Source: an optimization exercise on an open RTL-to-GDS flow (aim: small area). Production flows keep margins and buffers that such runs may drop.
At most, simulation tests tie the RTL to the original design; equivalence was not proved.
No functional check of the RTL was part of run 8.
Power and IR drop assume default switching activity.

$ cat design/flow/design.v
module pjon_tx (
    input  wire        clk,
    input  wire        rst_n,           
    input  wire        start,
    input  wire        cfg_shared,
    input  wire        cfg_sender_info,
    input  wire        cfg_ack_request,
    input  wire        cfg_crc32,
    input  wire        tx_explicit,
    input  wire [15:0] tx_header,
    input  wire [7:0]  tx_dest,
    input  wire [31:0] tx_bus,
    input  wire [7:0]  device_id,
    input  wire [31:0] bus_id,
    input  wire [15:0] pay_len,
    input  wire        pay_valid,
    input  wire [7:0]  pay_data,
    output wire        pay_ready,
    output wire        out_valid,
    output wire [7:0]  out_data,
    output wire        out_last,
    input  wire        out_ready,
    input  wire        err_clr,
    output reg         busy,
    output reg         done,
    output wire [2:0]  result_code,
    output wire [31:0] result,
    output reg  [15:0] final_hdr,
    output wire [31:0] err_ctx,
    output reg         ev_error
);
    function [31:0] t32;
        input [7:0] x;
        integer k;
        reg [31:0] a;
        begin
            a = {24'd0, x};
            for (k = 0; k < 8; k = k + 1)
                a = (a >> 1) ^ (a[0] ? 32'hEDB88320 : 32'h00000000);
            t32 = a;
        end
    endfunction
    function [7:0] t8;
        input [7:0] x;
        integer k;
        reg [7:0] a;
        begin
            a = x;
            for (k = 0; k < 8; k = k + 1)
                a = (a >> 1) ^ (a[0] ? 8'h8C : 8'h00);
            t8 = a;
        end
    endfunction
    wire [15:0] req_hdr = tx_explicit ? tx_header
                        : {10'd0, cfg_crc32, 2'b00, cfg_ack_request, cfg_sender_info, cfg_shared};
    wire        bcast   = &tx_dest;
    wire [15:0] h1 = {req_hdr[15:8], req_hdr[7] | (|req_hdr[15:8]), req_hdr[6:3],
                      req_hdr[2] & ~bcast, req_hdr[1:0]};
    wire [3:0] ob = 4'd3 + {3'd0, h1[7]} + (h1[0] ? 4'd4 : 4'd0)
                  + (h1[1] ? (h1[0] ? 4'd5 : 4'd1) : 4'd0);
    wire [4:0] o1 = {1'b0, ob} + {4'd0, h1[6]} + (h1[5] ? 5'd4 : 5'd1);
    wire [5:0]  a1     = {1'b0, pay_len[4:0]} + {1'b0, o1};
    wire        esc    = (|pay_len[15:8]) | (&pay_len[7:5] & a1[5]);
    wire [15:0] h2     = {h1[15:7], h1[6] | esc, h1[5] | esc, h1[4:0]};
    wire [4:0]  o2     = esc ? ({1'b0, ob} + 5'd5) : o1;
    wire [5:0]  a2     = {1'b0, pay_len[4:0]} + {1'b0, o2};
    wire [16:0] total2 = {{1'b0, pay_len[15:5]} + {11'd0, a2[5]}, a2[4:0]};
    wire too_long  = (|pay_len[15:11]) | (total2[10] & |total2[9:0]) | total2[11];
    wire too_short = (pay_len == 16'd0) & (o2 == 5'd4);
    localparam [2:0] G_H = 3'd1, G_T = 3'd2, G_S = 3'd3, G_C = 3'd0, G_M = 3'd4;
    localparam [4:0] S_HLO  = {G_H, 2'd0}, S_HHI = {G_H, 2'd1}, S_LHI = {G_H, 2'd2}, S_LLO = {G_H, 2'd3};
    localparam [4:0] S_TB0  = {G_T, 2'd0}, S_TB3 = {G_T, 2'd3};
    localparam [4:0] S_SB0  = {G_S, 2'd0}, S_SB3 = {G_S, 2'd3};
    localparam [4:0] S_C0   = {G_C, 2'd0}, S_C3  = {G_C, 2'd3};
    localparam [4:0] S_DEST = {G_M, 2'd0}, S_DEV = {G_M, 2'd1}, S_PAY = {G_M, 2'd2};
    reg  [4:0]  st;
    reg  [9:0]  pc;          
    reg  [10:0] tot;         
    reg  [31:0] txb;
    reg  [31:0] bid;
    reg  [7:0]  dev;
    reg  [31:0] crc;         
    reg  [10:0] res_q;
    reg  [16:0] ectx_q;
    reg rc_fail, rc_long;
    assign result_code = {rc_long, rc_fail, rc_long | rc_fail | (|res_q)};
    assign result  = {21'd0, res_q};
    assign err_ctx = {15'd0, ectx_q};
    wire [15:0] h = final_hdr;
    function [7:0] be_byte;
        input [31:0] v;
        input [1:0]  k;
        begin
            case (k)
                2'd0: be_byte = v[31:24];
                2'd1: be_byte = v[23:16];
                2'd2: be_byte = v[15:8];
                default: be_byte = v[7:0];
            endcase
        end
    endfunction
    wire [3:0] kd = 4'b0001 << st[1:0];
    wire [7:0] gd8 = 8'b00000001 << st[4:2];
    wire [4:0] gd = {gd8[G_M], gd8[G_C], gd8[G_S], gd8[G_T], gd8[G_H]};
    function [7:0] w4;
        input [31:0] v;
        input [3:0]  k;
        begin
            w4 = ({8{k[0]}} & v[31:24]) | ({8{k[1]}} & v[23:16])
               | ({8{k[2]}} & v[15:8])  | ({8{k[3]}} & v[7:0]);
        end
    endfunction
    wire [7:0] cin = ({8{gd[0]}} & w4({h[7:0], h[15:8], 5'd0, tot}, kd))
                   | ({8{gd[1]}} & w4(txb, kd))
                   | ({8{gd[2]}} & w4(bid, kd))
                   | ({8{gd[4]}} & w4({8'd0, dev, pay_data, 8'd0}, kd));
    wire [7:0] byte_out = cin | ({8{gd[3]}} & w4(crc, kd))
                        | ({8{gd[4] & kd[0]}} & crc[7:0]);
    wire in_pay  = busy && (st == S_PAY);
    wire is_last = (st == S_C3);
    wire is_crc  = (st[4:2] == G_C);
    assign out_valid = busy && (!in_pay || pay_valid);
    assign out_data  = byte_out;
    assign out_last  = busy && is_last;
    assign pay_ready = in_pay && out_ready;
    wire fire = out_valid && out_ready;
    wire [7:0]  x    = crc[7:0] ^ cin;
    wire [31:0] tx32 = t32(x) ^ t32(8'hFF);
    wire [31:0] n32  = {8'hFF ^ tx32[31:24], crc[31:8] ^ tx32[23:0]};
    wire [31:0] crc_next = h[5] ? n32 : {n32[31:8], t8(x)};
    wire        pz    = (pc == 10'd0);
    wire        p1    = (pc == 10'd1);
    wire [4:0]  s_crc = h[5] ? S_C0 : S_C3;
    wire [4:0]  s_pay = pz ? s_crc : S_PAY;
    reg  [4:0]  st_nx;
    always @(*) begin
        st_nx = {st[4:2], st[1:0] + 2'd1};
        case (st)
            S_DEST: st_nx = S_HLO;
            S_HLO:  st_nx = h[7] ? S_HHI : (h[6] ? S_LHI : S_LLO);
            S_HHI:  st_nx = h[6] ? S_LHI : S_LLO;
            S_LLO:  st_nx = h[0] ? S_TB0 : (h[1] ? S_DEV : s_pay);
            S_TB3:  st_nx = h[1] ? S_SB0 : s_pay;
            S_SB3:  st_nx = S_DEV;
            S_DEV:  st_nx = s_pay;
            S_PAY:  st_nx = p1 ? s_crc : S_PAY;
            default: ;
        endcase
    end
    always @(posedge clk) begin
        if (!busy) begin
            st  <= S_DEST;
            pc  <= pay_len[9:0];
            tot <= total2[10:0];
            txb <= tx_bus;
            bid <= bus_id;
            dev <= device_id;
            crc <= {24'd0, tx_dest};
        end else if (fire) begin
            st <= st_nx;
            if (st == S_PAY) pc <= pc - 10'd1;
            if (!is_crc) crc <= crc_next;
        end
    end
    always @(posedge clk) begin
        if (!rst_n) begin
            busy        <= 1'b0;
            done        <= 1'b0;
            rc_fail     <= 1'b0;
            rc_long     <= 1'b0;
            res_q       <= 11'd0;
            final_hdr   <= 16'd0;
            ectx_q      <= 17'd0;
            ev_error    <= 1'b0;
        end else begin
            done <= 1'b0;
            if (err_clr) ev_error <= 1'b0;
            if (!busy) begin
                if (start) begin
                    final_hdr <= h2;
                    if (too_long) begin
                        res_q       <= 11'd0;
                        ectx_q      <= total2;
                        ev_error    <= 1'b1;
                        rc_fail     <= 1'b0;
                        rc_long     <= 1'b1;
                        done        <= 1'b1;
                    end else if (too_short) begin
                        res_q       <= 11'd0;
                        rc_fail     <= 1'b1;
                        rc_long     <= 1'b0;
                        done        <= 1'b1;
                    end else begin
                        busy <= 1'b1;
                    end
                end
            end else if (fire && is_last) begin
                busy        <= 1'b0;
                done        <= 1'b1;
                res_q       <= tot;
                rc_fail     <= 1'b0;
                rc_long     <= 1'b0;
            end
        end
    end
endmodule
$ cat design/flow/flow/run.sh
#!/bin/bash
# Standard layout with three changes:
#  - ABC maps the logic with an area-oriented script (flow/area.abc);
#  - the port buffers use the smallest buffer cell;
#  - CTS uses clkbuf_8 and adds no dummy loads.
set -euo pipefail
W=$(pwd)
export AREA_ABC_SCRIPT=$W/flow/area.abc
export FLOW_SYNTH_TCL=$W/synth_recipe.tcl
export BUFFER_PORTS_ARGS="-buffer_cell sky130_fd_sc_hd__buf_1"
export CTS_ARGS="-sink_clustering_enable -repair_clock_nets -dont_use_dummy_load -buf_list {sky130_fd_sc_hd__clkbuf_8}"
sed "s#SYNTH_SCRIPT=[^ ]*#SYNTH_SCRIPT=$W/flow/synth_wrap.tcl#" standard.sh > area_standard.sh
bash area_standard.sh > standard.log 2>&1
$ cat design/flow/flow/area.abc
strash
dch
amap -F 20 -A 30
$ cat design/flow/flow/synth_wrap.tcl
# The standard synthesis (synth_recipe.tcl), with ABC's standard-cell
# mapping run from an area-oriented script instead of ORFS's speed script.
# ABC maps only the combinational logic: the registers are the same.
proc abc {args} {
  set i [lsearch -exact $args -script]
  if {$i >= 0} { lset args [expr {$i + 1}] $::env(AREA_ABC_SCRIPT) }
  yosys abc {*}$args
}
source $::env(FLOW_SYNTH_TCL)
$ cat design/flow/standard.sh
#!/bin/bash
# synth_recipe.tcl (not shown) runs the flow's synth.tcl, then flattens the netlist and writes it again
# the make line also repeats each setting of config.mk as NAME=value (left out here)
make -C /OpenROAD-flow-scripts/flow DESIGN_CONFIG=/design/flow/config.mk WORK_HOME=/design/flow/orfs CLKGATE_MAP_FILE= SYNTH_SCRIPT=/design/flow/synth_recipe.tcl "${@:-finish}"
$ cat design/flow/config.mk
export PLATFORM = sky130hd
export DESIGN_NAME = pjon_tx
export DESIGN_NICKNAME = pjon_tx
export VERILOG_FILES = /design/flow/design.v
export SDC_FILE = /design/flow/constraint.sdc
export NUM_CORES = 4
export LEC_CHECK = 0
export CAP_MARGIN = 20
export CORE_MARGIN = 2
export CORE_UTILIZATION = 40
export GPL_TIMING_DRIVEN = 0
export SLEW_MARGIN = 20
$ cat design/flow/constraint.sdc
create_clock -name core_clock -period 12.0 [get_ports {clk}]
set_input_delay 2.4000 -clock core_clock [delete_from_list [all_inputs] [get_ports {clk}]]
set_output_delay 2.4000 -clock core_clock [all_outputs]
set_load 0.01 [all_outputs]
==> results.json, run 1 <==
{
  "fin_worst_skew_ns": 0.0434,
  "first_pass_iters": 9,
  "wl_per_cell_um": 18.7,
  "row_count": 54,
  "cp.required_ns": 12.32,
  "fin_cells": 1436,
  "fin_area_um2": 10400,
  "avgSynthCellArea_um2": 9.71,
  "final_common_cell": "buf_1",
  "ctsResizeCount": 0,
  "syn_to_final_growth_pct": 18.1,
  "grt_overflow": 0,
  "routed_wl_um": 26900,
  "powerDensity_nw_per_um2": 114,
  "die_y_um": 152,
  "ant_nets": 0,
  "setup_violations": 0,
  "synth-async-reset-ratio_pct": 0,
  "clk_pin_slew_worst_paths_ns": 0.08,
  "hpwl_um": 19800,
  "yosys_warnings": 1,
  "cts_buffers": 17,
  "vias_per_cell": 5.49,
  "synth_cell_types": 44,
  "hold_depth": 2,
  "port-buffer-count": 191,
  "postCtsSetupRepairBufs": 0,
  "ys_seq_area_share_pct": 52.2,
  "crit_type": "input pin to flop",
  "final_max_slew_viol_count": 0,
  "cts_sinks": 179,
  "ys_seq_elements": 179,
  "hp-class": "flop to flop",
  "slowest_delay_ns": 0.61,
  "fin_crit_ns": 11.23,
  "fmax_mhz": 89.0,
  "slowest_stage": "a21oi_2",
  "grtUsageTotal_pct": 23.0,
  "dpl_cell_area_um2": 10100,
  "design.die.area_um2": 23200,
  "hold_viol": 0,
  "ir_drop_mv": 0.0631,
  "fin_crit_sh_pct": 93.6,
  "cp-start-kind": "input pin",
  "clkLatencyLatePin_ns": 0.47,
  "h-tree-depth": 4,
  "syn_inst": 907,
  "cts_buffer_depth": 2,
  "rsz0062_at_grt": "false",
  "reg2reg_from": "st[0]",
  "fin_nets": 1312,
  "fillers": 2134,
  "cts-hold-fix-buffers": 0,
  "grt_pass1_wl_um": 41900,
  "initial_utilization_pct": 40.6,
  "synth_edf_count": 101,
  "r2r-end": "crc[2]",
  "cts_tree": "built",
  "worstPathArrival_ns": 11.56,
  "io_pins": 228,
  "grt_start_max_net_pins": 88,
  "first_iter_violations": 810,
  "relSlewSlack_pct": 41.6,
  "maxCapViolCount": 0,
  "min_to": "ev_error",
  "vias": 7888,
  "p_leak_nw": 3.62,
  "die_w_um": 152,
  "synthFlopType": "edfxtp_1",
  "syn-cell-area_um2": 8800,
  "rr_worst_depth": 17,
  "dp_cells": 1418,
  "hold_start": "ev_error",
  "drc_errors": 0,
  "worstPathMaxFanout": 15,
  "grt_pass1_vias": 7475,
  "antenna_found_initial": 1,
  "tightestPinTransition_ns": 0.873,
  "reg2reg_slack_ns": 6.67,
  "setup_tns_ns": 0,
  "layout_common_cells": "buf_1 (191), nor2_1 (137), edfxtp_1 (101), clkinv_1 (100), dfxtp_1 (77)",
  "worst_setup_path_end_kind": "flop",
  "gp_congestion": 0.924,
  "outcome": "finished clean",
  "drive_gt1_share_pct": 6.15,
  "core_area_um2": 21700,
  "root_buffer": "clkbuf_8"
}
## synth_stat cells (3+ instances only)
master / number / area share, %
a22o_1: 5 / 0.50
nor3_1: 18 / 1.0
a21boi_0: 5 / 0.43
a211oi_1: 3 / 0.26
nand3_1: 8 / 0.45
nor2_1: 139 / 5.9
dfxtp_1: 78 / 18
a31oi_1: 3 / 0.21
a22oi_1: 43 / 3.7
o22a_1: 4 / 0.40
o221ai_1: 11 / 1.1
a32oi_1: 16 / 1.6
nand4_1: 5 / 0.36
o22ai_1: 32 / 2.3
nand2_1: 53 / 2.3
clkinv_1: 102 / 4.3
o21ai_0: 62 / 3.5
ha_1: 22 / 3.1
buf_4: 38 / 3.2
a221oi_1: 5 / 0.50
o221a_1: 6 / 0.77
edfxtp_1: 101 / 34
a222oi_1: 36 / 4.1
nor2b_1: 7 / 0.50
nor4_1: 11 / 0.78
a21oi_1: 68 / 3.9
## state kept, by name, summed over array words and instances, names as in the netlist, 5 cells and up
register   count
bid           32
crc           32
dev            8
ectx_q        17
final_hdr     16
pc            10
res_q         11
st             5
tot           11
txb           32
## layout make-up
cell class | count | area [µm²] | share of cell area, %
Sequential cell | 179 | 4600 | 44.2
Clock buffer | 17 | 234 | 2.25
Timing Repair Buffer | 196 | 838 | 8.06
Tap cell | 280 | 350 | 3.37
Inverter | 102 | 389 | 3.74
Multi-Input combinational cell | 623 | 3700 | 35.6
Buffer | 38 | 285 | 2.74
Antenna cell | 1 | 2.50 | 0.0241
## metal layers
layer  vias to the layer above  global-route usage [%]  wire [µm]
met5                         -                       0          0
met4                         0                    7.88        679
met3                        40                    3.81       1990
met2                       317                    38.3      12900
met1                      3665                    30.6      11300
li1                       3866                       -          -
## where the power goes
| group | leakage (nW) | internal [W] | switching [W] | total [W] |
|---|---|---|---|---|
| Combinational | 1.80 | 0.0000656 | 0.000106 | 0.000172 |
| Clock | 0.122 | 0.000125 | 0.000188 | 0.000314 |
| Sequential | 1.70 | 0.000680 | 0.0000203 | 0.000700 |
## stage by stage
stage / hold WS (ns) / total power, W / worst slack (ns) / util (%)
floorplan: 0.449 / 0.000819 / 2.06 / -
global placement: 0.460 / 0.000881 / -0.416 / 46.1
detailed placement: 0.463 / 0.000883 / -0.383 / 46.8
CTS: 0.476 / 0.00119 / 0.0185 / 47.8
global route: 0.498 / 0.00124 / 0.0177 / 47.9
finish: 0.472 / 0.00119 / 0.765 / 47.9
## logic make-up after synthesis
kind of cell	synth area share [%]
AO/OA/AOI/OAI	24.8
AND/OR/NAND/NOR	11.6
flip-flops	52.2
buffers and inverters	7.59
adder cells (fa/ha/maj)	3.58
XOR/XNOR	0.199
other	0.0426
## worst max-delay path by stage
stage                     end        start  cells after the start
detailed placement  res_q[10]  tx_explicit                     38
CTS                 res_q[10]  tx_explicit                     38
global placement      rc_fail  tx_explicit                     38
global route         res_q[2]  tx_explicit                     38
floorplan             rc_fail  tx_explicit                     39
finish              res_q[10]  tx_explicit                     38
## worst max-delay path, delay by kind of cell
family	cells	cell delay, ns
compound gates	14	3.36
fa+ha+maj	6	1.85
buf+inv	6	1.97
simple gates	12	1.95
==> run 2, diff against run 1 <==
--- a/design/flow/flow/run.sh
+++ b/design/flow/flow/run.sh
@@ -7,6 +7,7 @@
 W=$(pwd)
 export AREA_ABC_SCRIPT=$W/flow/area.abc
 export FLOW_SYNTH_TCL=$W/synth_recipe.tcl
+export SKIP_REPAIR_TIE_FANOUT=1
 export BUFFER_PORTS_ARGS="-buffer_cell sky130_fd_sc_hd__buf_1"
 export CTS_ARGS="-sink_clustering_enable -repair_clock_nets -dont_use_dummy_load -buf_list {sky130_fd_sc_hd__clkbuf_8}"
 sed "s#SYNTH_SCRIPT=[^ ]*#SYNTH_SCRIPT=$W/flow/synth_wrap.tcl#" standard.sh > area_standard.sh
==> results.json, run 2 <==
{
  "setup_violations": 0,
  "grt_pass1_wl_um": 41800,
  "root_buffer": "clkbuf_8",
  "cts_sinks": 179,
  "drive_gt1_share_pct": 6.26,
  "hp-class": "flop to flop",
  "hold_viol": 0,
  "synth_top_area_cell": "edfxtp_1",
  "fin_nets": 1276,
  "ys_seq_elements": 179,
  "synth_edf_count": 101,
  "syn-cell-area_um2": 8800,
  "avgSynthCellArea_um2": 9.71,
  "clkLatencyLatePin_ns": 0.47,
  "powerDensity_nw_per_um2": 116,
  "cp-start-kind": "input pin",
  "yosysTopAreaCellShare_pct": 34.5,
  "top_regs": "bid: 32 flops, crc: 32 flops, txb: 32 flops",
  "grt_start_max_net_pins": 70,
  "synth_xor_area_share_pct": 0.199,
  "die_y_um": 152,
  "p_total_w": 0.00119,
  "yosys-top-cells-count": "nor2_1 (139), clkinv_1 (102), edfxtp_1 (101)",
  "antenna_found_initial": 0,
  "postCtsSetupRepairBufs": 0,
  "die_w_um": 152,
  "row_count": 54,
  "cts-hold-fix-buffers": 0,
  "slowest_delay_ns": 0.56,
  "drc_errors": 0,
  "fmax_mhz": 89.8,
  "synth_top_family_by_area": "compound AO/OA/AOI/OAI gates",
  "p_leak_nw": 3.51,
  "maxCapViolCount": 0,
  "cts_buffer_depth": 2,
  "layout_common_cells": "buf_1 (191), nor2_1 (137), edfxtp_1 (101), clkinv_1 (100), dfxtp_1 (77)",
  "outcome": "finished clean",
  "h-tree-depth": 4,
  "ant_nets": 0,
  "synth-simple-area-share_pct": 11.6,
  "yosys_warnings": 1,
  "fin_crit_sh_pct": 92.8,
  "hpwl_um": 19900,
  "whs_ns": 0.474,
  "synth.area.top_cells": "edfxtp_1 (34%), dfxtp_1 (18%), nor2_1 (5.9%)",
  "worstPathMaxFanout": 15,
  "yosys.area_share.adder_pct": 3.58,
  "grtUsageTotal_pct": 22.9,
  "synth-async-reset-ratio_pct": 0,
  "n_antenna_cell": 0,
  "wl_per_cell_um": 19.3,
  "slowest_stage": "o41ai_2",
  "grt_pass1_vias": 7534,
  "tightestPinTransition_ns": 0.934,
  "ys_seq_area_share_pct": 52.2,
  "design.die.area_um2": 23200,
  "gp_congestion": 0.917,
  "worst_setup_path_end_kind": "flop",
  "fillers": 2131,
  "fin_worst_skew_ns": 0.0463,
  "synth_compound_area_share_pct": 24.8,
  "io_pins": 228,
  "ir_drop_mv": 0.0686,
  "final_common_cell": "buf_1",
  "core_area_um2": 21700,
  "syn_to_final_growth_pct": 16.5,
  "clk_pin_slew_worst_paths_ns": 0.07,
  "relSlewSlack_pct": 37.7,
  "rsz0062_at_grt": "false",
  "yosysMostFrequentCell": "nor2_1",
  "cts_buffers": 17,
  "worstPathArrival_ns": 11.43,
  "crit_type": "input pin to flop",
  "grt_overflow": 0,
  "fin_crit_ns": 11.14,
  "setup_tns_ns": 0,
  "vias_per_cell": 5.66,
  "vias": 7917,
  "final_max_slew_viol_count": 0,
  "fin_util_pct": 47.3,
  "first_iter_violations": 717,
  "first_pass_iters": 6,
  "syn_inst": 907,
  "cp.required_ns": 12.30,
  "cts_tree": "built",
  "synth_cell_types": 44,
  "routed_wl_um": 27000,
  "initial_utilization_pct": 40.6,
  "synth.area.mux_share_pct": 0,
  "port-buffer-count": 191,
  "synthFlopType": "edfxtp_1"
}
run 2: cell counts after synthesis:
Identical to the previous run, type by type.
run 2: critical path: cells and delay by family:
family / cells / cell delay [ns]
fa+ha+maj: 6 / 1.85
compound gates: 14 / 3.25
buf+inv: 6 / 1.91
simple gates: 12 / 2.01
run 2: what timing repair did:
| action | CTS | global route |
|---|---|---|
| endpoints found under the setup margin | 12 | 12 |
| pin swaps | 0 | 1 |
| cloned | 0 | 0 |
| gates resized for setup | 1 | 1 |
| hold endpoints to repair | 0 | 0 |
run 2: routing by layer:
layer	routed length (µm)	share of wire (%)	track usage, %	vias to the layer above
li1	-	-	-	3839
met1	11700	43	30.7	3740
met2	12700	47	37.3	302
met3	1940	7.2	4.55	36
met4	621	2.3	7.65	0
met5	0	0	0	-
run 2: logic make-up after synthesis:
logic type               count (synthesis)
other                                    1
AO/OA/AOI/OAI                          316
AND/OR/NAND/NOR                        245
adder cells (fa/ha/maj)                 24
flip-flops                             179
XOR/XNOR                                 2
buffers and inverters                  140
run 2: layout make-up:
class,count,area (µm²),share of cell area (%)
sequential,179,4600,44.8
multi-input combinational,588,3580,34.9
timing repair buffer,195,827,8.06
inverter,102,389,3.79
tap,280,350,3.42
buffer,38,285,2.78
clock buffer,17,234,2.28
run 2: worst paths after layout:
path                            slack (ns)        to        start  cells past startpoint
worst min register to register        0.47  ev_error     ev_error                      2
worst min-delay path                  0.47  ev_error     ev_error                      2
worst max-delay path                  0.86  res_q[4]  tx_explicit                     38
worst max register to register        6.66    crc[4]        st[0]                     17
run 2: per-stage QoR:
stage          instance area [µm²]  instances  setup slack, ns
6_report                     10300       1399            0.862
5_1_grt                      10300       1399           0.0831
4_1_cts                      10200       1399            0.290
3_5_place_dp                 10000       1382           -0.559
3_3_place_gp                  9870       1378           -0.415
2_1_floorplan                 8800        907             2.06
run 2: power by group:
group	leakage [nW]	switching, W	internal (W)
Sequential	1.70	0.0000211	0.000680
Combinational	1.68	0.000106	0.0000657
Clock	0.122	0.000188	0.000125
==> run 3, diff against run 2 <==
==> design/flow/flow/area.abc (replaced) <==
strash
dch
amap
strash
dch -f
amap -F 20 -A 30
strash
dch -f
amap -F 20 -A 30
strash
dch -f
amap -F 20 -A 30
strash
dch -f
amap -F 20 -A 30
strash
dch -f
amap -F 20 -A 30
strash
dch -f
amap -F 20 -A 30
strash
dch -f
amap -F 20 -A 30
--- a/design/flow/config.mk
+++ b/design/flow/config.mk
@@ -8,5 +8,4 @@
 export CAP_MARGIN = 20
 export CORE_MARGIN = 2
 export CORE_UTILIZATION = 40
-export GPL_TIMING_DRIVEN = 0
 export SLEW_MARGIN = 20
==> results.json, run 3 <==
{
  "worstPathMaxFanout": 15,
  "fin_util_pct": 46.1,
  "drive_gt1_share_pct": 2.76,
  "worstPathArrival_ns": 10.92,
  "grt_overflow": 0,
  "slowest_stage": "nor2_1",
  "die_y_um": 151,
  "cp-startpoint": "tx_explicit",
  "top_regs": "bid: 32 flops, crc: 32 flops, txb: 32 flops",
  "syn_to_final_growth_pct": 12.6,
  "rsz0062_at_grt": "false",
  "clk_pin_slew_worst_paths_ns": 0.07,
  "first_pass_iters": 7,
  "yosys_warnings": 1,
  "p_switching_w": 0.000313,
  "cts_tree": "built",
  "cts_buffer_depth": 2,
  "syn-cell-area_um2": 8660,
  "h-tree-depth": 4,
  "worst_setup_path_end_kind": "flop",
  "hpwl_um": 19400,
  "hp-class": "flop to flop",
  "maxCapViolCount": 0,
  "cts_sinks": 179,
  "crit_type": "input pin to flop",
  "ys_seq_elements": 179,
  "grtUsageTotal_pct": 23.1,
  "fmax_mhz": 94.9,
  "synth_edf_count": 101,
  "avgSynthCellArea_um2": 9.94,
  "first_iter_violations": 685,
  "yosys-top-cells-count": "clkinv_1 (110), nor2_1 (109), edfxtp_1 (101)",
  "wl_per_cell_um": 20.0,
  "fin_nets": 1208,
  "rr_worst_depth": 17,
  "design.die.area_um2": 22800,
  "fin_worst_skew_ns": 0.0461,
  "yosysTopAreaCellShare_pct": 35.0,
  "power_frac_comb_pct": 13.8,
  "fin_crit_sh_pct": 87.8,
  "slowest_delay_ns": 0.74,
  "postCtsSetupRepairBufs": 0,
  "ant_nets": 0,
  "root_buffer": "clkbuf_8",
  "clkLatencyLatePin_ns": 0.47,
  "ctsResizeCount": 0,
  "die_w_um": 151,
  "drc_errors": 0,
  "ys_seq_area_share_pct": 53.1,
  "relSlewSlack_pct": 29.3,
  "grt_pass1_vias": 7122,
  "setup_violations": 0,
  "synth.area.top_cells": "edfxtp_1 (35%), dfxtp_1 (18%), o22ai_1 (5.6%)",
  "synth-async-reset-ratio_pct": 0,
  "n_antenna_cell": 0,
  "switching_share_pct": 26.6,
  "layout_common_cells": "buf_1 (191), clkinv_1 (109), nor2_1 (109), edfxtp_1 (101), dfxtp_1 (78)",
  "syn_inst": 871,
  "synthFlopType": "edfxtp_1",
  "row_count": 53,
  "io_pins": 228,
  "powerDensity_nw_per_um2": 121,
  "cts-hold-fix-buffers": 0,
  "outcome": "finished clean",
  "gp_congestion": 0.897,
  "hold_start": "ectx_q[15]",
  "antenna_found_initial": 0,
  "fin_crit_ns": 10.54,
  "final_common_cell": "buf_1",
  "cts_buffers": 17,
  "vias_per_cell": 5.75,
  "ir_drop_mv": 0.0651,
  "reg2reg_slack_ns": 6.23,
  "cp.required_ns": 12.38,
  "fillers": 2066,
  "yosysMostFrequentCell": "clkinv_1",
  "grt_start_max_net_pins": 83,
  "core_area_um2": 21200,
  "initial_utilization_pct": 40.9,
  "r2r-end": "crc[3]",
  "vias": 7618,
  "reg2reg_from": "st[1]",
  "setup_tns_ns": 0,
  "routed_wl_um": 26500,
  "clock_power_share_pct": 26.9,
  "cp-start-kind": "input pin",
  "final_max_slew_viol_count": 0,
  "p_seq_share_pct": 59.3,
  "power.internal_w": 0.000864,
  "cp-endpoint": "res_q[6]",
  "p_leak_nw": 3.22,
  "path_common_cell": "nor2_1",
  "tightestPinTransition_ns": 1.06,
  "synth_cell_types": 44,
  "grt_pass1_wl_um": 39800,
  "hold_viol": 0,
  "port-buffer-count": 191,
  "synth_top_area_cell": "edfxtp_1"
}
## run 3: cell types whose count changed after synthesis, moves of 8 or more
cell and delta:
o21ai_0 -20, a22oi_1 -18, clkinv_1 +8, a21oi_1 -13
o22ai_1 +45, nor2_1 -30
## run 3: cell type report
cell class | count | area (µm²) | area share, %
Clock buffer | 17 | 234 | 2.40
Multi-Input combinational cell | 544 | 3370 | 34.6
Sequential cell | 179 | 4590 | 47.1
Tap cell | 275 | 344 | 3.53
Timing Repair Buffer | 201 | 792 | 8.12
Inverter | 110 | 415 | 4.26
## run 3: cell families (layout without fill, tap and decap cells)
family	Yosys count	count (layout)	share of synthesized area [%]
compound gates	312	312	25.0
xor+xnor	2	2	0.202
fa+ha+maj	24	24	3.64
buf+inv	148	328	8.06
flops	179	179	53.1
other cells	1	1	0.0433
simple gates	205	205	9.97
## run 3: metal layers
layer / up-vias / share of wire [%] / GRT usage [%]
li1: 3651 / - / -
met1: 3598 / 44 / 32.7
met2: 339 / 46 / 36.2
met3: 30 / 8.3 / 4.46
met4: 0 / 1.7 / 6.50
met5: - / 0 / 0
## run 3: power by group through the flow
| stage | sequential [W] | combinational (W) | clock (W) |
|---|---|---|---|
| after floorplan | 0.000709 | 0.000107 | 0 |
| after global placement | 0.000711 | 0.000160 | 0 |
| after global routing | 0.000700 | 0.000183 | 0.000349 |
| after detailed placement | 0.000711 | 0.000160 | 0 |
| final | 0.000698 | 0.000163 | 0.000317 |
| after CTS | 0.000697 | 0.000161 | 0.000323 |
## run 3: worst min-delay path by stage
stage	endpoint	slack [ns]	depth (start not counted)
3_5_place_dp	ectx_q[15]	0.45	2
2_1_floorplan	rc_long	0.45	2
4_1_cts	ectx_q[15]	0.47	2
6_report	ectx_q[15]	0.47	2
5_1_grt	ectx_q[15]	0.49	2
3_3_place_gp	ectx_q[15]	0.45	2
## run 3: stage by stage
step           instance area [µm²]  total power [W]  std cells  setup WS (ns)  hold WS (ns)
2_1_floorplan                 8660         0.000816        871           2.66         0.450
6_report                      9750          0.00118       1326           1.46         0.468
3_5_place_dp                  9520         0.000871       1309           1.10         0.452
4_1_cts                       9750          0.00118       1326           1.51         0.466
3_3_place_gp                  9510         0.000871       1309           1.55         0.449
5_1_grt                       9750          0.00123       1326          0.457         0.492
## run 3: worst max-delay path, delay by kind of cell
family / cells / cell delay [ns]
adders and majority gates: 6 / 1.79
AOI/OAI and AO/OA: 12 / 2.82
and+or+nand+nor: 13 / 2.29
buffers and inverters: 6 / 1.60
==> run 4, diff against run 3 <==
--- a/design/flow/config.mk
+++ b/design/flow/config.mk
@@ -5,7 +5,7 @@
 export SDC_FILE = /design/flow/constraint.sdc
 export NUM_CORES = 4
 export LEC_CHECK = 0
-export CAP_MARGIN = 20
+export CAP_MARGIN = 5
 export CORE_MARGIN = 2
 export CORE_UTILIZATION = 40
-export SLEW_MARGIN = 20
+export SLEW_MARGIN = 5
==> results.json, run 4 <==
{
  "worst_setup_path_end_kind": "flop",
  "rsz0062_at_grt": "false",
  "syn_to_final_growth_pct": 12.6,
  "maxCapViolCount": 0,
  "slowest_stage": "nor2_1",
  "fin_worst_skew_ns": 0.0488,
  "drc_errors": 0,
  "ant_nets": 0,
  "dp_worst_setup_slack_ns": 1.08,
  "setup_violations": 0,
  "fmax_mhz": 95.2,
  "synth_cell_types": 44,
  "layout.area.seq_um2": 4590,
  "ctsResizeCount": 0,
  "synthFlopType": "edfxtp_1",
  "core_area_um2": 21200,
  "synth-async-reset-ratio_pct": 0,
  "cp_num_cells": 38,
  "tightestPinTransition_ns": 1.20,
  "cts_buffer_depth": 2,
  "wl_per_cell_um": 19.8,
  "syn_inst": 871,
  "first_iter_violations": 653,
  "fillers": 2059,
  "grt_overflow": 0,
  "crit_buf_inv": 8,
  "postLayoutSetupSlackWorst_ns": 1.50,
  "dp_cells": 1309,
  "antenna_found_initial": 0,
  "rr_worst_depth": 17,
  "root_buffer": "clkbuf_8",
  "synth_top_area_cell": "edfxtp_1",
  "cts_tree": "built",
  "cp-start-kind": "input pin",
  "hpwl_um": 19400,
  "final_common_cell": "buf_1",
  "p_leak_nw": 3.22,
  "layout_common_cells": "buf_1 (191), clkinv_1 (109), nor2_1 (109), edfxtp_1 (101), dfxtp_1 (78)",
  "ir_drop_mv": 0.0716,
  "row_count": 53,
  "yosysMostFrequentCell": "clkinv_1",
  "cp-startpoint": "tx_explicit",
  "grt_start_max_net_pins": 83,
  "cts_sinks": 179,
  "syn-cell-area_um2": 8660,
  "hold_start": "ectx_q[15]",
  "first_pass_iters": 6,
  "clkLatencyLatePin_ns": 0.47,
  "die_w_um": 151,
  "fin_nets": 1208,
  "die_y_um": 151,
  "grt_pass1_vias": 7161,
  "vias_per_cell": 5.70,
  "top_regs": "bid: 32 flops, crc: 32 flops, txb: 32 flops",
  "h-tree-depth": 4,
  "clk_pin_slew_worst_paths_ns": 0.08,
  "cts-hold-fix-buffers": 0,
  "drive_gt1_share_pct": 2.66,
  "hp-class": "flop to flop",
  "r2r-end": "crc[3]",
  "setup_tns_ns": 0,
  "outcome": "finished clean",
  "slowest_delay_ns": 0.75,
  "initial_utilization_pct": 40.9,
  "critical-path-top-delay-family": "compound AO/OA/AOI/OAI gates",
  "fin_util_pct": 46.1,
  "final_max_slew_viol_count": 0,
  "hold_viol": 0,
  "grt_pass1_wl_um": 39800,
  "synth_edf_count": 101,
  "path_common_cell": "nor2_1",
  "postCtsSetupRepairBufs": 0,
  "cts_buffers": 17,
  "worstPathMaxFanout": 15,
  "routed_wl_um": 26200,
  "reg2reg_from": "st[1]",
  "fin_crit_ns": 10.50,
  "worstPathArrival_ns": 10.87,
  "crit_type": "input pin to flop",
  "fin_cells": 1326,
  "port-buffer-count": 191,
  "ys_seq_elements": 179,
  "fin_crit_sh_pct": 87.5,
  "yosysTopAreaCellShare_pct": 35.0,
  "ys_seq_area_share_pct": 53.1,
  "cp.required_ns": 12.37,
  "grtUsageTotal_pct": 23.0,
  "yosys_warnings": 1,
  "multi_input_area_um2": 3370,
  "avgSynthCellArea_um2": 9.94,
  "cp-endpoint": "res_q[0]",
  "io_pins": 228,
  "design.die.area_um2": 22800,
  "n_antenna_cell": 0,
  "synth.area.top_cells": "edfxtp_1 (35%), dfxtp_1 (18%), o22ai_1 (5.6%)",
  "gp_congestion": 0.897,
  "yosys-top-cells-count": "clkinv_1 (110), nor2_1 (109), edfxtp_1 (101)",
  "vias": 7559,
  "whs_ns": 0.469,
  "powerDensity_nw_per_um2": 120,
  "relSlewSlack_pct": 19.8,
  "reg2reg_slack_ns": 6.26
}
-- run 4: cell counts after synthesis --
No cell type changed its count.
-- run 4: report_power, final --
group / internal (W) / total [W] / switching (W) / leakage [nW]
registers: 0.000680 / 0.000697 / 0.0000174 / 1.70
clock network: 0.000126 / 0.000315 / 0.000189 / 0.122
logic: 0.0000586 / 0.000162 / 0.000104 / 1.40
total: 0.000864 / 0.00117 / 0.000310 / 3.22
-- run 4: layer usage --
layer  vias to the layer above  part of all wire [%]  GRT usage (%)
met5                         -                     0              0
li1                       3658                     -              -
met3                        33                   8.3           4.76
met2                       314                    46           36.0
met1                      3554                    44           32.1
met4                         0                   2.0           7.24
-- run 4: how the worst min path moves through the flow --
stage          cells past startpoint    endpoint  slack [ns]
2_1_floorplan                      2     rc_long        0.45
3_3_place_gp                       2  ectx_q[15]        0.45
3_5_place_dp                       2  ectx_q[15]        0.45
4_1_cts                            2  ectx_q[15]        0.47
5_1_grt                            2  ectx_q[15]        0.49
6_report                           2  ectx_q[15]        0.47
-- run 4: metrics by stage --
step	area [µm²]	power, W
2_1_floorplan	8660	0.000816
6_report	9750	0.00117
4_1_cts	9750	0.00118
5_1_grt	9750	0.00123
3_3_place_gp	9510	0.000871
3_5_place_dp	9510	0.000871
-- run 4: kinds of logic after synthesis --
family                     share of synthesized area, %
AOI/OAI and AO/OA                                  25.0
and+or+nand+nor                                    9.97
DFF                                                53.1
buffers and inverters                              8.06
adders and majority gates                          3.64
xor gates and xnor gates                          0.202
other                                            0.0433
-- run 4: layout make-up --
| type | instances | share of cell area (%) |
|---|---|---|
| Tap cell | 275 | 3.53 |
| Timing Repair Buffer | 201 | 8.13 |
| Sequential cell | 179 | 47.1 |
| Clock buffer | 17 | 2.40 |
| Multi-Input combinational cell | 544 | 34.5 |
| Inverter | 110 | 4.26 |
-- run 4: tightest hold or removal path: stages (launching register included) --
cell	delay, ns
dfxtp_1	0.32
nand2_1	0.05
a21oi_1	0.05
==> run 5, diff against run 4 <==
==> design/flow/config.mk (replaced) <==
export PLATFORM = sky130hd
export DESIGN_NAME = pjon_tx
export DESIGN_NICKNAME = pjon_tx
export VERILOG_FILES = /design/flow/design.v
export SDC_FILE = /design/flow/constraint.sdc
export NUM_CORES = 4
export LEC_CHECK = 0
export CAP_MARGIN = 20
export CORE_MARGIN = 2
export CORE_UTILIZATION = 65
export SLEW_MARGIN = 20
==> results.json, run 5 <==
{
  "yosysTopAreaCellShare_pct": 35.0,
  "grt_start_max_net_pins": 67,
  "clk_pin_slew_worst_paths_ns": 0.06,
  "die_y_um": 119,
  "outcome": "finished clean",
  "port-buffer-count": 191,
  "tightestPinTransition_ns": 0.991,
  "hold_start": "ectx_q[15]",
  "core_area_um2": 13100,
  "h-tree-depth": 4,
  "hpwl_um": 17800,
  "vias_per_cell": 6.38,
  "cp-start-kind": "input pin",
  "drc_errors": 0,
  "grt_overflow": 0,
  "hold_depth": 2,
  "fillers": 1004,
  "hold_viol": 0,
  "avgSynthCellArea_um2": 9.94,
  "worstPathArrival_ns": 11.04,
  "final_common_cell": "buf_1",
  "root_buffer": "clkbuf_8",
  "layout_common_cells": "buf_1 (191), clkinv_1 (109), nor2_1 (109), edfxtp_1 (101), dfxtp_1 (78)",
  "worst_setup_path_end_kind": "flop",
  "routed_wl_um": 24300,
  "initial_utilization_pct": 65.9,
  "min_to": "ectx_q[15]",
  "syn-cell-area_um2": 8660,
  "path_common_cell": "nor2_1",
  "dpl_cell_area_um2": 9400,
  "layout.area.seq_um2": 4590,
  "rsz0062_at_grt": "false",
  "synth_top_area_cell": "edfxtp_1",
  "fin_crit_ns": 10.68,
  "slowest_delay_ns": 0.80,
  "fin_crit_sh_pct": 89.0,
  "yosysMostFrequentCell": "clkinv_1",
  "grt_pass1_wl_um": 37600,
  "first_pass_iters": 8,
  "r2r-end": "crc[18]",
  "reg2reg_from": "st[0]",
  "slowest_stage": "o41ai_1",
  "ys_seq_elements": 179,
  "setup_violations": 0,
  "syn_to_final_growth_pct": 11.3,
  "io_pins": 228,
  "crit_type": "input pin to flop",
  "antenna_found_initial": 0,
  "fin_nets": 1210,
  "fin_area_um2": 9640,
  "cts-hold-fix-buffers": 0,
  "powerDensity_nw_per_um2": 121,
  "wl_per_cell_um": 19.8,
  "row_count": 42,
  "worstPathMaxFanout": 15,
  "postCtsSetupRepairBufs": 0,
  "maxCapViolCount": 0,
  "dp_worst_setup_slack_ns": 1.11,
  "relSlewSlack_pct": 33.7,
  "ant_nets": 0,
  "synth.area.top_cells": "edfxtp_1 (35%), dfxtp_1 (18%), o22ai_1 (5.6%)",
  "grtUsageTotal_pct": 34.3,
  "reg2reg_slack_ns": 6.53,
  "ys_seq_area_share_pct": 53.1,
  "p_leak_nw": 3.23,
  "setup_tns_ns": 0,
  "synth_edf_count": 101,
  "gp_congestion": 0.992,
  "clkLatencyLatePin_ns": 0.45,
  "synth-async-reset-ratio_pct": 0,
  "cts_tree": "built",
  "final_max_slew_viol_count": 0,
  "synth_cell_types": 44,
  "first_iter_violations": 997,
  "cts_sinks": 179,
  "yosys-top-cells-count": "clkinv_1 (110), nor2_1 (109), edfxtp_1 (101)",
  "yosys_warnings": 1,
  "top_regs": "bid: 32 flops, crc: 32 flops, txb: 32 flops",
  "n_antenna_cell": 0,
  "drive_gt1_share_pct": 2.94,
  "hp-class": "flop to flop",
  "whs_ns": 0.456,
  "syn_inst": 871,
  "cp.required_ns": 12.36,
  "cts_buffers": 17,
  "rr_worst_depth": 17,
  "fmax_mhz": 93.6,
  "ctsResizeCount": 0,
  "grt_pass1_vias": 7175,
  "die_w_um": 119,
  "design.die.area_um2": 14300,
  "fin_worst_skew_ns": 0.0354,
  "vias": 7841,
  "cts_buffer_depth": 2,
  "ir_drop_mv": 0.106,
  "multi_input_area_um2": 3370,
  "postLayoutSetupSlackWorst_ns": 1.32,
  "synthFlopType": "edfxtp_1"
}
## run 5: cell count changes in the layout (fill, tap and decap cells not counted), sizes merged
cell / previous run / this run
buf: 201 / 203
## run 5: logic make-up after synthesis
family                     after synthesis  synth area share [%]
AOI/OAI and AO/OA                      312                  25.0
adders and majority gates               24                  3.64
buffers and inverters                  148                  8.06
other                                    1                0.0433
DFF                                    179                  53.1
and+or+nand+nor                        205                  9.97
xor gates and xnor gates                 2                 0.202
## run 5: critical path: cells and delay by family
kind                       cells  cell delay, ns
AOI/OAI and AO/OA             12            2.89
and+or+nand+nor               13            2.35
buffers and inverters          6            1.59
adders and majority gates      6            1.78
## run 5: worst max-delay path by stage
stage,startpoint,to,cells past startpoint
after floorplan,tx_explicit,ectx_q[15],36
after global placement,tx_explicit,res_q[4],37
after detailed placement,tx_explicit,res_q[10],37
after CTS,tx_explicit,res_q[10],37
after global routing,tx_explicit,res_q[10],38
final,tx_explicit,res_q[10],37
## run 5: report_power, final
part           switching (W)  internal, W  total [W]  leakage, nW
Sequential         0.0000187     0.000680   0.000699         1.70
Combinational       0.000103    0.0000585   0.000161         1.41
Clock               0.000180     0.000125   0.000305        0.122
## run 5: through the flow
step	instances	utilization, %	power (W)
floorplan	871	-	0.000816
global placement	1212	71.6	0.000866
detailed placement	1212	71.6	0.000869
CTS	1229	73.4	0.00116
global route	1229	73.4	0.00121
finish	1229	73.4	0.00117
## run 5: metal layers
metal	global-route usage, %	wire [µm]	share of wire (%)	up-vias
li1	-	-	-	3668
met1	46.7	9650	40	3628
met2	55.7	11500	47	494
met3	6.27	2450	10	51
met4	11.7	711	2.9	0
met5	0	0	0	-
## run 5: cell type report
type	count	share of cell area [%]
Sequential cell	179	47.7
Inverter	110	4.31
Clock buffer	17	2.43
Tap cell	176	2.28
Multi-Input combinational cell	544	35.0
Timing Repair Buffer	203	8.37
==> run 6, diff against run 5 <==
--- a/design/flow/design.v
+++ b/design/flow/design.v
@@ -59,14 +59,19 @@
     wire [3:0] ob = 4'd3 + {3'd0, h1[7]} + (h1[0] ? 4'd4 : 4'd0)
                   + (h1[1] ? (h1[0] ? 4'd5 : 4'd1) : 4'd0);
     wire [4:0] o1 = {1'b0, ob} + {4'd0, h1[6]} + (h1[5] ? 5'd4 : 5'd1);
-    wire [5:0]  a1     = {1'b0, pay_len[4:0]} + {1'b0, o1};
-    wire        esc    = (|pay_len[15:8]) | (&pay_len[7:5] & a1[5]);
+    wire [5:0] c1;
+    assign c1[0] = 1'b0;
+    genvar gi;
+    generate for (gi = 0; gi < 5; gi = gi + 1) begin : g_c1
+        assign c1[gi+1] = (pay_len[gi] & o1[gi]) | (c1[gi] & (pay_len[gi] | o1[gi]));
+    end endgenerate
+    wire        esc    = (|pay_len[15:8]) | (&pay_len[7:5] & c1[5]);
     wire [15:0] h2     = {h1[15:7], h1[6] | esc, h1[5] | esc, h1[4:0]};
     wire [4:0]  o2     = esc ? ({1'b0, ob} + 5'd5) : o1;
     wire [5:0]  a2     = {1'b0, pay_len[4:0]} + {1'b0, o2};
     wire [16:0] total2 = {{1'b0, pay_len[15:5]} + {11'd0, a2[5]}, a2[4:0]};
-    wire too_long  = (|pay_len[15:11]) | (total2[10] & |total2[9:0]) | total2[11];
-    wire too_short = (pay_len == 16'd0) & (o2 == 5'd4);
+    wire too_long  = (|pay_len[15:10]) | (&pay_len[9:5] & a2[5] & (|a2[4:0]));
+    wire too_short = (pay_len == 16'd0) & ~h1[7] & ~h1[6] & ~h1[5] & ~h1[1] & ~h1[0];
     localparam [2:0] G_H = 3'd1, G_T = 3'd2, G_S = 3'd3, G_C = 3'd0, G_M = 3'd4;
     localparam [4:0] S_HLO  = {G_H, 2'd0}, S_HHI = {G_H, 2'd1}, S_LHI = {G_H, 2'd2}, S_LLO = {G_H, 2'd3};
     localparam [4:0] S_TB0  = {G_T, 2'd0}, S_TB3 = {G_T, 2'd3};
--- a/design/flow/flow/run.sh
+++ b/design/flow/flow/run.sh
@@ -1,6 +1,7 @@
 #!/bin/bash
-# Standard layout with three changes:
+# Standard layout with four changes:
 #  - ABC maps the logic with an area-oriented script (flow/area.abc);
+#  - one tie cell drives all constant outputs (no tie fanout repair);
 #  - the port buffers use the smallest buffer cell;
 #  - CTS uses clkbuf_8 and adds no dummy loads.
 set -euo pipefail
--- a/design/flow/flow/area.abc
+++ b/design/flow/flow/area.abc
@@ -11,6 +11,10 @@
 dch -f
 amap -F 20 -A 30
 strash
+&get -n
+&deepsyn -T 30
+&put
+strash
 dch -f
 amap -F 20 -A 30
 strash
--- a/design/flow/config.mk
+++ b/design/flow/config.mk
@@ -7,5 +7,5 @@
 export LEC_CHECK = 0
 export CAP_MARGIN = 20
 export CORE_MARGIN = 2
-export CORE_UTILIZATION = 65
+export CORE_UTILIZATION = 40
 export SLEW_MARGIN = 20
==> results.json, run 6 <==
{
  "met3_length_um": 2080,
  "avgSynthCellArea_um2": 9.91,
  "routed_wl_um": 26200,
  "grtUsageTotal_pct": 23.2,
  "cp.required_ns": 12.36,
  "hpwl_um": 19900,
  "powerDensity_nw_per_um2": 141,
  "synthFlopType": "edfxtp_1",
  "final_max_slew_viol_count": 0,
  "fmax_mhz": 112,
  "synth_cell_types": 43,
  "rr_worst_depth": 19,
  "syn_to_final_growth_pct": 12.7,
  "cp-startpoint": "tx_explicit",
  "crit_type": "input pin to flop",
  "rsz0062_at_grt": "false",
  "root_buffer": "clkbuf_8",
  "h-tree-depth": 4,
  "port-buffer-count": 191,
  "die_y_um": 150,
  "first_pass_iters": 5,
  "fin_crit_sh_pct": 74.7,
  "worstPathArrival_ns": 9.33,
  "top_regs": "bid: 32 flops, crc: 32 flops, txb: 32 flops",
  "yosysMostFrequentCell": "clkinv_1",
  "power_frac_comb_pct": 21.6,
  "yosys_warnings": 1,
  "top_layer": "met4",
  "fillers": 2109,
  "n_antenna_cell": 0,
  "ctsResizeCount": 0,
  "r2r-end": "crc[4]",
  "p_switching_w": 0.000426,
  "drive_gt1_share_pct": 2.60,
  "syn_inst": 859,
  "io_pins": 228,
  "wirelength_met1_um": 11500,
  "clk_pin_slew_worst_paths_ns": 0.08,
  "cp-endpoint": "res_q[0]",
  "slowest_delay_ns": 0.60,
  "first_iter_violations": 716,
  "synth_top_area_cell": "edfxtp_1",
  "clock_power_share_pct": 23.3,
  "fin_cells": 1313,
  "cts-hold-fix-buffers": 0,
  "row_count": 53,
  "ant_nets": 0,
  "wl_per_cell_um": 20.0,
  "yosysTopAreaCellShare_pct": 35.6,
  "grt_start_max_net_pins": 60,
  "vias_per_cell": 5.67,
  "maxCapViolCount": 0,
  "dp_cells": 1296,
  "cts_buffer_depth": 2,
  "grt_pass1_vias": 6677,
  "syn-cell-area_um2": 8520,
  "ys_seq_area_share_pct": 54.0,
  "ys_seq_elements": 179,
  "cts_buffers": 17,
  "initial_utilization_pct": 40.6,
  "reg2reg_slack_ns": 6.87,
  "relSlewSlack_pct": 32.7,
  "power.internal_w": 0.000931,
  "die_w_um": 150,
  "cp-start-kind": "input pin",
  "worst_setup_path_end_kind": "flop",
  "vias": 7448,
  "p_leak_nw": 3.17,
  "grt_overflow": 0,
  "design.die.area_um2": 22500,
  "grt_pass1_wl_um": 38900,
  "wl_met2_um": 12300,
  "fin_worst_skew_ns": 0.0390,
  "gp_congestion": 0.908,
  "worstPathMaxFanout": 22,
  "hp-class": "flop to flop",
  "drc_errors": 0,
  "layout_common_cells": "buf_1 (191), clkinv_1 (109), edfxtp_1 (101), nor2_1 (85)",
  "postCtsSetupRepairBufs": 0,
  "fin_crit_ns": 8.97,
  "core_area_um2": 21000,
  "setup_tns_ns": 0,
  "cts_sinks": 179,
  "fin_nets": 1191,
  "hold_viol": 0,
  "synth-async-reset-ratio_pct": 0,
  "clkLatencyLatePin_ns": 0.47,
  "final_common_cell": "buf_1",
  "outcome": "finished clean",
  "ir_drop_mv": 0.0633,
  "synth_edf_count": 101,
  "p_seq_share_pct": 55.1,
  "tightestPinTransition_ns": 1.01,
  "antenna_found_initial": 0,
  "switching_share_pct": 31.4,
  "synth.area.top_cells": "edfxtp_1 (36%), dfxtp_1 (18%), clkinv_1 (4.8%)",
  "setup_violations": 0,
  "cts_tree": "built",
  "slowest_stage": "nor4_1",
  "yosys-top-cells-count": "clkinv_1 (110), edfxtp_1 (101), nor2_1 (85)",
  "reg2reg_from": "st[0]"
}
-- run 6: worst min-delay path by stage --
| stage | start | end | slack (ns) | cells after the start |
|---|---|---|---|---|
| 2_1_floorplan | rc_long | rc_long | 0.44 | 2 |
| 3_3_place_gp | ev_error | ev_error | 0.46 | 2 |
| 3_5_place_dp | ev_error | ev_error | 0.43 | 2 |
| 4_1_cts | ev_error | ev_error | 0.45 | 2 |
| 5_1_grt | ev_error | ev_error | 0.46 | 2 |
| 6_report | ev_error | ev_error | 0.44 | 2 |
-- run 6: metrics by stage --
stage / hold WS, ns / power, W / setup WS (ns) / utilization [%] / instance area, µm²
after floorplan: 0.436 / 0.000948 / 2.56 / - / 8520
after global placement: 0.456 / 0.00105 / 2.99 / 44.7 / 9360
after detailed placement: 0.433 / 0.00105 / 2.75 / 44.7 / 9360
after CTS: 0.445 / 0.00136 / 3.17 / 45.8 / 9600
after global routing: 0.465 / 0.00143 / 2.43 / 45.8 / 9600
final: 0.441 / 0.00136 / 3.03 / 45.8 / 9600
-- run 6: cells by family (layout without fill, tap and decap cells) --
logic type               after synthesis  count (layout)  share of synthesized area (%)
buffers and inverters                148             327                           8.20
adder cells (fa/ha/maj)               20              20                           3.11
AO/OA/AOI/OAI                        287             287                           23.4
AND/OR/NAND/NOR                      224             224                           11.3
other                                  1               1                         0.0440
flip-flops                           179             179                           54.0
-- run 6: cell type report --
class	instances	area (µm²)	area share, %
clock buffers	17	234	2.44
well taps	275	344	3.59
multi-input cells	532	3220	33.6
repair buffers	200	785	8.18
flip-flops and latches	179	4590	47.9
inverters	110	415	4.33
-- run 6: worst max-delay path: cells and delay by family --
family          cells  cell delay, ns
fa+ha+maj           4            1.50
compound gates     12            2.07
buf+inv             7            1.84
simple gates        7            1.53
-- run 6: power by group through the flow --
stage	Clock, W	Combinational (W)	Sequential [W]
floorplan	0	0.000195	0.000753
global placement	0	0.000287	0.000760
detailed placement	0	0.000289	0.000760
CTS	0.000321	0.000290	0.000747
global route	0.000345	0.000328	0.000752
finish	0.000316	0.000294	0.000747
-- run 6: per-layer routing --
layer	GRT usage, %	vias to the layer above
met5	0	-
met4	5.90	0
met3	4.12	31
met2	36.1	349
met1	33.5	3482
li1	-	3586
==> run 7, diff against run 6 <==
--- a/design/flow/flow/run.sh
+++ b/design/flow/flow/run.sh
@@ -1,6 +1,7 @@
 #!/bin/bash
-# Standard layout with four changes:
+# Standard layout with five changes:
 #  - ABC maps the logic with an area-oriented script (flow/area.abc);
+#  - adders are left to ABC (no ADDER_MAP_FILE half/full adder cells);
 #  - one tie cell drives all constant outputs (no tie fanout repair);
 #  - the port buffers use the smallest buffer cell;
 #  - CTS uses clkbuf_8 and adds no dummy loads.
@@ -8,6 +9,7 @@
 W=$(pwd)
 export AREA_ABC_SCRIPT=$W/flow/area.abc
 export FLOW_SYNTH_TCL=$W/synth_recipe.tcl
+export ADDER_MAP_FILE=
 export SKIP_REPAIR_TIE_FANOUT=1
 export BUFFER_PORTS_ARGS="-buffer_cell sky130_fd_sc_hd__buf_1"
 export CTS_ARGS="-sink_clustering_enable -repair_clock_nets -dont_use_dummy_load -buf_list {sky130_fd_sc_hd__clkbuf_8}"
--- a/design/flow/flow/area.abc
+++ b/design/flow/flow/area.abc
@@ -12,7 +12,7 @@
 amap -F 20 -A 30
 strash
 &get -n
-&deepsyn -T 30
+&deepsyn -T 90
 &put
 strash
 dch -f
==> results.json, run 7 <==
{
  "powerDensity_nw_per_um2": 146,
  "core_area_um2": 20300,
  "relSlewSlack_pct": 30.9,
  "top_regs": "bid: 32 flops, crc: 32 flops, txb: 32 flops",
  "outcome": "finished clean",
  "path_common_cell": "o21ai_0",
  "postCtsSetupRepairBufs": 0,
  "die_y_um": 148,
  "whs_ns": 0.478,
  "n_antenna_cell": 0,
  "synth.area.top_cells": "edfxtp_1 (37%), dfxtp_1 (19%), o22ai_1 (5.9%)",
  "fin_area_um2": 9350,
  "syn-cell-area_um2": 8280,
  "final_max_slew_viol_count": 0,
  "synth-async-reset-ratio_pct": 0,
  "slowest_stage": "o21ai_0",
  "synth_cell_types": 37,
  "syn_to_final_growth_pct": 12.9,
  "yosysTopAreaCellShare_pct": 36.6,
  "routed_wl_um": 25800,
  "die_w_um": 148,
  "grt_overflow": 0,
  "final_common_cell": "buf_1",
  "maxCapViolCount": 0,
  "setup_tns_ns": 0,
  "clkLatencyLatePin_ns": 0.47,
  "gp_congestion": 0.876,
  "cts_sinks": 179,
  "yosys_warnings": 1,
  "fillers": 1993,
  "h-tree-depth": 4,
  "setup_violations": 0,
  "dp_worst_setup_slack_ns": 2.92,
  "row_count": 52,
  "hold_viol": 0,
  "tightestPinTransition_ns": 1.03,
  "initial_utilization_pct": 40.8,
  "fin_crit_ns": 8.83,
  "wl_per_cell_um": 19.9,
  "synthFlopType": "edfxtp_1",
  "grt_pass1_wl_um": 38900,
  "cts_buffer_depth": 2,
  "design.die.area_um2": 21900,
  "root_buffer": "clkbuf_8",
  "multi_input_area_um2": 2980,
  "layout_common_cells": "buf_1 (191), clkinv_1 (112), nor2_1 (109), edfxtp_1 (101)",
  "ant_nets": 0,
  "cts_buffers": 17,
  "fin_worst_skew_ns": 0.0409,
  "syn_inst": 852,
  "rsz0062_at_grt": "false",
  "crit_type": "input pin to flop",
  "hp-class": "flop to flop",
  "fin_crit_sh_pct": 73.6,
  "synth_edf_count": 101,
  "layout.area.seq_um2": 4590,
  "cts-hold-fix-buffers": 0,
  "grtUsageTotal_pct": 23.5,
  "cp-start-kind": "input pin",
  "yosys-top-cells-count": "clkinv_1 (113), nor2_1 (109), edfxtp_1 (101)",
  "synth_top_area_cell": "edfxtp_1",
  "slowest_delay_ns": 0.61,
  "postLayoutSetupSlackWorst_ns": 3.17,
  "port-buffer-count": 191,
  "hpwl_um": 19700,
  "worst_setup_path_end_kind": "flop",
  "ys_seq_area_share_pct": 55.5,
  "drive_gt1_share_pct": 2.52,
  "vias_per_cell": 5.64,
  "first_pass_iters": 8,
  "vias": 7330,
  "grt_start_max_net_pins": 69,
  "fmax_mhz": 113,
  "first_iter_violations": 709,
  "cp.required_ns": 12.39,
  "ctsResizeCount": 0,
  "grt_pass1_vias": 6826,
  "ir_drop_mv": 0.0903,
  "worstPathArrival_ns": 9.22,
  "yosysMostFrequentCell": "clkinv_1",
  "fin_nets": 1163,
  "worstPathMaxFanout": 19,
  "cts_tree": "built",
  "dpl_cell_area_um2": 9110,
  "avgSynthCellArea_um2": 9.72,
  "antenna_found_initial": 0,
  "p_leak_nw": 3.01,
  "ys_seq_elements": 179,
  "clk_pin_slew_worst_paths_ns": 0.07,
  "io_pins": 228,
  "drc_errors": 0
}
## run 7: power by group
part	switching, W	leakage (nW)	internal [W]
Combinational	0.000207	1.22	0.0000941
Sequential	0.0000358	1.67	0.000710
Clock	0.000190	0.122	0.000126
Total	0.000432	3.01	0.000930
## run 7: cell type report
type	instances	area share, %
Timing Repair Buffer	199	8.31
Multi-Input combinational cell	522	31.9
Sequential cell	179	49.2
Clock buffer	17	2.50
Tap cell	270	3.61
Inverter	113	4.56
## run 7: logic make-up (layout without fill, tap and decap cells)
kind of cell | count (synthesis) | count (layout) | share of synthesized area [%]
other cells | 1 | 1 | 0.0453
flops | 179 | 179 | 55.5
buf+inv | 151 | 329 | 8.57
simple gates | 223 | 223 | 11.3
compound gates | 298 | 298 | 24.6
## run 7: worst max-delay path: cells and delay by family
| family | cells | cell delay, ns |
|---|---|---|
| AND/OR/NAND/NOR | 13 | 2.22 |
| AO/OA/AOI/OAI | 14 | 2.89 |
| buffers and inverters | 6 | 1.68 |
## run 7: per-layer routing
metal	global-route usage (%)	vias up	share of wire (%)
met5	0	-	0
met4	7.57	0	2.7
met3	4.88	43	7.8
met2	38.1	335	47
met1	31.5	3396	43
li1	-	3556	-
## run 7: final timing paths
kind / endpoint / slack [ns] / from / cells after the start
min reg2reg: ev_error / 0.48 / ev_error / 2
min: ev_error / 0.48 / ev_error / 2
max: res_q[10] / 3.17 / tx_explicit / 33
max reg2reg: crc[3] / 6.42 / st[1] / 18
## run 7: stage by stage
| stage | util (%) | power (W) | instances |
|---|---|---|---|
| floorplan | - | 0.000956 | 852 |
| global placement | 44.9 | 0.00105 | 1283 |
| detailed placement | 44.9 | 0.00106 | 1283 |
| CTS | 46.0 | 0.00136 | 1300 |
| global route | 46.0 | 0.00143 | 1300 |
| finish | 46.0 | 0.00136 | 1300 |
==> run 8, diff against run 7 <==
--- a/design/flow/design.v
+++ b/design/flow/design.v
@@ -72,7 +72,7 @@
     wire [16:0] total2 = {{1'b0, pay_len[15:5]} + {11'd0, a2[5]}, a2[4:0]};
     wire too_long  = (|pay_len[15:10]) | (&pay_len[9:5] & a2[5] & (|a2[4:0]));
     wire too_short = (pay_len == 16'd0) & ~h1[7] & ~h1[6] & ~h1[5] & ~h1[1] & ~h1[0];
-    localparam [2:0] G_H = 3'd1, G_T = 3'd2, G_S = 3'd3, G_C = 3'd0, G_M = 3'd4;
+    localparam [2:0] G_H = 3'd0, G_T = 3'd1, G_S = 3'd3, G_C = 3'd2, G_M = 3'd4;
     localparam [4:0] S_HLO  = {G_H, 2'd0}, S_HHI = {G_H, 2'd1}, S_LHI = {G_H, 2'd2}, S_LLO = {G_H, 2'd3};
     localparam [4:0] S_TB0  = {G_T, 2'd0}, S_TB3 = {G_T, 2'd3};
     localparam [4:0] S_SB0  = {G_S, 2'd0}, S_SB3 = {G_S, 2'd3};
==> results.json, run 8 <==
{
  "vias_per_cell": 5.70,
  "cts_buffer_depth": 2,
  "rr_worst_depth": 19,
  "clkLatencyLatePin_ns": 0.47,
  "cts_buffers": 17,
  "yosys-top-cells-count": "clkinv_1 (112), nor2_1 (110), edfxtp_1 (101)",
  "syn_to_final_growth_pct": 13.5,
  "first_iter_violations": 681,
  "cp-startpoint": "tx_explicit",
  "synthFlopType": "edfxtp_1",
  "yosysMostFrequentCell": "clkinv_1",
  "slowest_delay_ns": 0.54,
  "port-buffer-count": 191,
  "h-tree-depth": 4,
  "synth.area.top_cells": "edfxtp_1 (37%), dfxtp_1 (19%), o22ai_1 (7.0%)",
  "hp-class": "flop to flop",
  "antenna_found_initial": 0,
  "cts_sinks": 179,
  "ys_seq_elements": 179,
  "grtUsageTotal_pct": 24.0,
  "initial_utilization_pct": 40.8,
  "fin_crit_ns": 8.28,
  "ctsResizeCount": 0,
  "fin_nets": 1163,
  "yosysTopAreaCellShare_pct": 36.7,
  "r2r-end": "crc[23]",
  "p_leak_nw": 3.04,
  "cp-endpoint": "res_q[5]",
  "p_seq_share_pct": 52.9,
  "rsz0062_at_grt": "false",
  "drive_gt1_share_pct": 3.30,
  "whs_ns": 0.462,
  "fin_area_um2": 9380,
  "ir_drop_mv": 0.0639,
  "grt_overflow": 0,
  "syn_inst": 846,
  "cp.required_ns": 12.33,
  "n_antenna_cell": 0,
  "path_common_cell": "nor2_1",
  "wl_per_cell_um": 20.2,
  "outcome": "finished clean",
  "final_common_cell": "buf_1",
  "p_switching_w": 0.000462,
  "postCtsSetupRepairBufs": 0,
  "crit_type": "input pin to flop",
  "worstPathMaxFanout": 23,
  "hold_depth": 2,
  "ys_seq_area_share_pct": 55.6,
  "worstPathArrival_ns": 8.60,
  "clock_power_share_pct": 22.4,
  "fin_worst_skew_ns": 0.0410,
  "hpwl_um": 19500,
  "avgSynthCellArea_um2": 9.77,
  "maxCapViolCount": 0,
  "fin_crit_sh_pct": 69.0,
  "core_area_um2": 20200,
  "clk_pin_slew_worst_paths_ns": 0.06,
  "setup_tns_ns": 0,
  "reg2reg_slack_ns": 6.69,
  "grt_pass1_vias": 6879,
  "reg2reg_from": "st[2]",
  "routed_wl_um": 26300,
  "die_y_um": 148,
  "worst_setup_path_end_kind": "flop",
  "root_buffer": "clkbuf_8",
  "synth-async-reset-ratio_pct": 0,
  "setup_violations": 0,
  "slowest_stage": "buf_1",
  "top_regs": "bid: 32 flops, crc: 32 flops, txb: 32 flops",
  "cts_tree": "built",
  "tightestPinTransition_ns": 0.964,
  "relSlewSlack_pct": 35.5,
  "design.die.area_um2": 21800,
  "io_pins": 228,
  "switching_share_pct": 32.8,
  "hold_viol": 0,
  "row_count": 52,
  "power.internal_w": 0.000947,
  "final_max_slew_viol_count": 0,
  "syn-cell-area_um2": 8260,
  "cp-start-kind": "input pin",
  "fmax_mhz": 121,
  "grt_start_max_net_pins": 53,
  "synth_edf_count": 101,
  "synth_cell_types": 37,
  "first_pass_iters": 7,
  "cts-hold-fix-buffers": 0,
  "die_w_um": 148,
  "dpl_cell_area_um2": 9140,
  "vias": 7416,
  "ant_nets": 0,
  "yosys_warnings": 1,
  "layout_common_cells": "buf_1 (191), clkinv_1 (111), nor2_1 (110), edfxtp_1 (101), o22ai_1 (93)",
  "power_frac_comb_pct": 24.6,
  "grt_pass1_wl_um": 39700,
  "gp_congestion": 0.896,
  "powerDensity_nw_per_um2": 150,
  "drc_errors": 0,
  "synth_top_area_cell": "edfxtp_1"
}
## run 8: how the worst min path moves through the flow
stage / slack, ns / endpoint / from
3_5_place_dp: 0.45 / ev_error / ev_error
5_1_grt: 0.49 / ectx_q[16] / ectx_q[16]
6_report: 0.46 / ev_error / ev_error
3_3_place_gp: 0.45 / ev_error / ev_error
4_1_cts: 0.46 / ev_error / ev_error
2_1_floorplan: 0.44 / rc_long / rc_long
## run 8: power by group through the flow
stage          clock network [W]  logic [W]  registers [W]
2_1_floorplan                  0   0.000233       0.000752
3_3_place_gp                   0   0.000341       0.000759
3_5_place_dp                   0   0.000341       0.000759
4_1_cts                 0.000323   0.000342       0.000745
5_1_grt                 0.000347   0.000381       0.000751
6_report                0.000316   0.000347       0.000746
## run 8: logic make-up after synthesis
kind of cell | synth area share, %
compound gates | 25.0
simple gates | 10.8
flops | 55.6
buf+inv | 8.54
other cells | 0.0454
## run 8: area by class of cell
type / instances / area [µm²]
fill: 2005 / 10900
sequential: 179 / 4590
multi-input combinational: 517 / 2970
timing repair buffer: 205 / 822
inverter: 112 / 423
tap: 270 / 338
clock buffer: 17 / 234
## run 8: routing by layer
layer	wire length, µm	track usage (%)
met1	11500	33.0
met4	626	7.98
met5	0	0
met2	12300	38.5
met3	1890	4.14
## run 8: worst max-delay path, delay by kind of cell
kind / cells / cell delay (ns)
AND/OR/NAND/NOR: 12 / 1.94
buffers and inverters: 6 / 1.55
AO/OA/AOI/OAI: 14 / 2.70
## run 8: through the flow
stage | utilization (%) | worst slack, ns | total power [W] | instances
6_report | 46.4 | 3.72 | 0.00141 | 1300
2_1_floorplan | - | 3.31 | 0.000985 | 846
3_5_place_dp | 45.2 | 3.43 | 0.00110 | 1283
3_3_place_gp | 45.2 | 3.58 | 0.00110 | 1283
5_1_grt | 46.4 | 2.76 | 0.00148 | 1300
4_1_cts | 46.3 | 3.87 | 0.00141 | 1300

-- port drivers added, routing unchanged --
How much do the figures lean on ideal ports? The routed layouts below were timed once more, with nothing changed but the port constraints. Step 1 (the two cells are an assumption about what drives the block):
set clk [get_ports {clk}]
set_driving_cell -lib_cell sky130_fd_sc_hd__clkbuf_16 $clk
set_driving_cell -lib_cell sky130_fd_sc_hd__buf_2 [delete_from_list [all_inputs] $clk]
Step 2 adds t to the input delays and takes it off the output delays; t is the mean of the earliest and latest rising clock arrival at the registers after step 1. Input paths then give back, and output paths get back, about the clock's delay inside the block. Three values: ideal ports, drivers, drivers and shift; two values: the first two.
run	t, ns	setup WS [ns]	latest minus earliest clock arrival (ns)	worst data-port slew with drivers (ns)	cell pins on the clock port's net
run 1	0.491	0.765 / 0.785 / 0.294	0.043 / 0.044	0.08	1
run 2	0.495	0.862 / 0.882 / 0.386	0.048 / 0.049	0.07	1
run 3	0.493	1.459 / 1.475 / 0.982	0.046 / 0.046	0.07	1
run 4	0.488	1.501 / 1.518 / 1.030	0.050 / 0.050	0.07	1
run 5	0.472	1.318 / 1.330 / 0.859	0.036 / 0.035	0.06	1
run 6	0.492	3.034 / 3.054 / 2.562	0.041 / 0.041	0.06	1
run 7	0.487	3.172 / 3.179 / 2.692	0.046 / 0.046	0.07	1
run 8	0.487	3.722 / 3.737 / 3.250	0.041 / 0.041	0.07	1
After both steps every run listed still meets setup and hold. For run 7, which loses most, drivers alone change the setup slack by +0.007 ns; drivers and shift together by -0.480 ns.
